Background: an optimization exercise with open tools, aiming at small area. Do not read the settings as production practice.
In this exercise RTL edits were held to simulation tests only and were not proved equivalent to the original.
No activity file was given, so power comes from the tool's default toggle rates.

==> flow/design.v <==
module fdc_mapper (
    input             clk,
    input             rst,           
    input             req_valid,
    output            req_ready,
    input      [7:0]  heads,
    input      [15:0] tracks,
    input      [15:0] spt,           
    input      [15:0] first_sector,
    input      [15:0] sector_size,
    input             interleaved,
    input             sides_swapped,
    input             reverse_side0,
    input             reverse_side1,
    input      [7:0]  track,
    input             side,
    input      [7:0]  sector,
    output reg        rsp_valid,
    output     [63:0] offset,
    output     [1:0]  err,           
    output            past_end       
);
    reg        busy;
    reg [2:0]  op;
    reg [5:0]  j;
    assign req_ready = ~busy;
    wire take = req_valid & ~busy;
    wire long_op = (op[1] & op[0]) | (op[2] & op[1]);    
    wire op_end  = long_op ? (j == 6'd40) : (j == 6'd24);
    wire first   = (j == 6'd0);
    wire ext     = (j > 6'd24);                           
    wire done    = busy & op_end & (op == 3'd7);
    always @(posedge clk) begin
        if (rst) begin
            busy      <= 1'b0;
            rsp_valid <= 1'b0;
        end else begin
            rsp_valid <= done;
            if (take)
                busy <= 1'b1;
            else if (done)
                busy <= 1'b0;
        end
        if (~busy | op_end)
            j <= 6'd0;
        else
            j <= j + 6'd1;
        if (~busy)
            op <= 3'd0;
        else if (op_end)
            op <= op + 3'd1;
    end
    reg [7:0]  H, TRK, ND;                 
    reg [15:0] S, SS;
    reg        sp, rev, inter, below;
    wire [8:0] dcy;
    wire [7:0] nd;
    assign dcy[0] = 1'b0;
    genvar k;
    generate
        for (k = 0; k < 8; k = k + 1) begin : g_dsub
            assign nd[k]    = first_sector[k] ^ ~sector[k] ^ dcy[k];
            assign dcy[k+1] = (first_sector[k] & ~sector[k]) | (first_sector[k] & dcy[k]) | (~sector[k] & dcy[k]);
        end
    endgenerate
    wire       sp_in = side ^ sides_swapped;
    always @(posedge clk) begin
        if (~busy) begin
            H     <= heads;
            S     <= spt;
            SS    <= sector_size;
            TRK   <= track;
            ND    <= nd;
            below <= dcy[8] | (|first_sector[15:8]);
            sp    <= sp_in;
            rev   <= sp_in ? reverse_side1 : reverse_side0;
            inter <= interleaved;
        end
    end
    wire e1   = sp & ~(|H);
    wire ssnz = |SS;
    reg  qneg, sx;
    wire nneg = sx;
    reg [56:0] R;
    wire [15:0] T = R[15:0];
    wire tap = R[16];
    wire sp0 = first & sp;
    wire op_tp = ~op[1] & ~op[0];                  
    wire op_xn = ~op[1] &  op[0];                  
    wire op_nq = (op == 3'd2);
    wire op_q  = (op == 3'd3);
    wire op_n  = (op == 3'd6);
    wire op_p  = (op == 3'd7);
    wire b = (op_tp & (rev | first))
           | (op_xn & (inter ? tap : sp0))
           | (op_nq & ~j[5] & ~j[4] & ~j[3] & H[j[2:0]])
           | (op_q  & (ext ? sx : ~tap))
           | (op_n  & (ext ? sx : tap))
           | (op_p  & R[0] & ~e1 & ~below & ~nneg);
    wire cin = (op_xn & (inter ? sp0 : tap))
             | (op_nq & ~tap);
    wire        g_trk = b & op_tp;
    wire        g_h   = b & op_xn & inter;
    wire        g_t   = b & ((op_xn & ~inter) | op_nq);
    wire        g_s   = b & (op_q | op_n);
    wire        g_ss  = b & op_p;
    wire [15:0] bm = ({16{g_trk}} & {8'd0, TRK})
                   | ({16{g_h}}   & {8'd0, H})
                   | ({16{g_t}}   & T)
                   | ({16{g_s}}   & S)
                   | ({16{g_ss}}  & SS);
    wire        c_t = first & op_tp & rev;
    wire        c_d = first & (op_q | op_n);
    wire [15:0] A = ({16{~first}} & R[56:41])
                  | ({16{c_t}} & T)
                  | ({16{c_d}} & {8'd0, ~ND});
    wire [16:0] cy;
    wire [15:0] sm;
    assign cy[0] = cin;
    genvar i;
    generate
        for (i = 0; i < 16; i = i + 1) begin : g_add
            assign sm[i]   = A[i] ^ bm[i] ^ cy[i];
            assign cy[i+1] = (A[i] & bm[i]) | (A[i] & cy[i]) | (bm[i] & cy[i]);
        end
    endgenerate
    wire [16:0] sum = {cy[16], sm};
    always @(posedge clk) begin
        R[56:16] <= {sum, R[40:17]};
        if (~busy)
            R[15:0] <= tracks;
        else if (op[2] & op[1])
            R[15:0] <= R[16:1];
        if ((op_q | op_n) & (j == 6'd24)) sx <= b;
        if (op_n & op_end) sx <= sum[0];
        if (op_q & op_end) qneg <= sum[0];
    end
    assign offset   = {7'd0, R[56:0]};
    assign err      = e1 ? 2'd1 : below ? 2'd2 : (nneg & ssnz) ? 2'd3 : 2'd0;
    assign past_end = ~e1 & ~below & ~qneg & ssnz;
endmodule
clock: 25.0 ns
lec_check: 0
cap_margin: 20
core_margin: 2
core_utilization: 40
slew_margin: 20
standard.sh (not shown) runs the stock make flow with config.mk's settings and CLKGATE_MAP_FILE= SYNTH_SCRIPT=/design/flow/synth_recipe.tcl, a recipe that flattens the netlist after the stock synthesis.
==> flow/flow/run.sh <==
#!/bin/bash
# The standard layout, with the smallest plain buffer on the ports and a
# clock tree of small buffers without dummy loads.
set -euo pipefail
export BUFFER_PORTS_ARGS="-buffer_cell sky130_fd_sc_hd__buf_1"
export CTS_ARGS="-sink_clustering_enable -repair_clock_nets -dont_use_dummy_load -buf_list sky130_fd_sc_hd__clkbuf_8"
bash standard.sh > standard.log 2>&1
Change:
--- a/flow/design.v
+++ b/flow/design.v
@@ -51,26 +51,28 @@
             op <= op + 3'd1;
     end
-    reg [7:0]  H, TRK, ND;                 
-    reg [15:0] S, SS;
+    reg [7:0]  H, TRK, D;
+    reg [15:0] T, S, SS;
     reg        sp, rev, inter, below;
     wire [8:0] dcy;
-    wire [7:0] nd;
-    assign dcy[0] = 1'b0;
+    wire [8:0] dsub;
+    assign dcy[0] = 1'b1;
     genvar k;
     generate
         for (k = 0; k < 8; k = k + 1) begin : g_dsub
-            assign nd[k]    = first_sector[k] ^ ~sector[k] ^ dcy[k];
-            assign dcy[k+1] = (first_sector[k] & ~sector[k]) | (first_sector[k] & dcy[k]) | (~sector[k] & dcy[k]);
+            assign dsub[k]  = sector[k] ^ ~first_sector[k] ^ dcy[k];
+            assign dcy[k+1] = (sector[k] & ~first_sector[k]) | (sector[k] & dcy[k]) | (~first_sector[k] & dcy[k]);
         end
     endgenerate
+    assign dsub[8] = ~dcy[8];                      
     wire       sp_in = side ^ sides_swapped;
     always @(posedge clk) begin
         if (~busy) begin
             H     <= heads;
+            T     <= tracks;
             S     <= spt;
             SS    <= sector_size;
             TRK   <= track;
-            ND    <= nd;
-            below <= dcy[8] | (|first_sector[15:8]);
+            D     <= dsub[7:0];
+            below <= dsub[8] | (|first_sector[15:8]);
             sp    <= sp_in;
             rev   <= sp_in ? reverse_side1 : reverse_side0;
@@ -80,8 +82,6 @@
     wire e1   = sp & ~(|H);
     wire ssnz = |SS;
-    reg  qneg, sx;
-    wire nneg = sx;
+    reg  qneg, nneg, sx;
     reg [56:0] R;
-    wire [15:0] T = R[15:0];
     wire tap = R[16];
     wire sp0 = first & sp;
@@ -114,5 +114,5 @@
     wire [15:0] A = ({16{~first}} & R[56:41])
                   | ({16{c_t}} & T)
-                  | ({16{c_d}} & {8'd0, ~ND});
+                  | ({16{c_d}} & {8'd0, D});
     wire [16:0] cy;
     wire [15:0] sm;
@@ -127,12 +127,8 @@
     wire [16:0] sum = {cy[16], sm};
     always @(posedge clk) begin
-        R[56:16] <= {sum, R[40:17]};
-        if (~busy)
-            R[15:0] <= tracks;
-        else if (op[2] & op[1])
-            R[15:0] <= R[16:1];
-        if ((op_q | op_n) & (j == 6'd24)) sx <= b;
-        if (op_n & op_end) sx <= sum[0];
-        if (op_q & op_end) qneg <= sum[0];
+        R <= {sum, R[40:1]};
+        if (j == 6'd24) sx <= b;
+        if (op == 3'd3 && op_end) qneg <= sum[0];
+        if (op == 3'd6 && op_end) nneg <= sum[0];
     end
     assign offset   = {7'd0, R[56:0]};
After rerunning:
- The changed run went through all stages and came out clean
- sequential power climbs by roughly a tenth
- setup slack degrades by 130 ps
- synthesized cell count increases slightly
- total power increases by roughly a tenth
- hold slack loses 3.1 ps
- core utilization goes down by 0.36 points
- routed wire length is about the same
- maximum frequency decreases slightly
- via count falls slightly
- design area goes up by a few percent

==> static timing again, ports no longer ideal <==
The results above use ideal ports. As a check the final layouts listed here were re-extracted and re-timed, cells and wires unchanged.
Step 1 (the two cells are an assumption about what drives the block):
set clk [get_ports {clk}]
set_driving_cell -lib_cell sky130_fd_sc_hd__clkbuf_16 $clk
set_driving_cell -lib_cell sky130_fd_sc_hd__buf_2 [delete_from_list [all_inputs] $clk]
Step 2 also shifts input and output timing later by t, the mid clock arrival at the registers, as if the neighbouring blocks saw the same clock.
Slacks: ideal ports / drivers / drivers and shift; pairs: ideal ports / drivers.
| run | shift t [ns] | setup WS [ns] | worst hold slack (ns) | latest minus earliest clock arrival (ns) | cell pins on the clock port's net |
|---|---|---|---|---|---|
| the first run | 0.464 | 17.046 / 17.059 / 16.595 | 0.334 / 0.334 / 0.334 | 0.026 / 0.026 | 1 |
| the second run | 0.469 | 16.919 / 16.931 / 16.462 | 0.331 / 0.331 / 0.331 | 0.026 / 0.025 | 1 |
After both steps setup and hold are still met in every run listed. The setup slack of the second run, which loses most, moves by +0.012 ns with the drivers and by -0.457 ns with both steps.
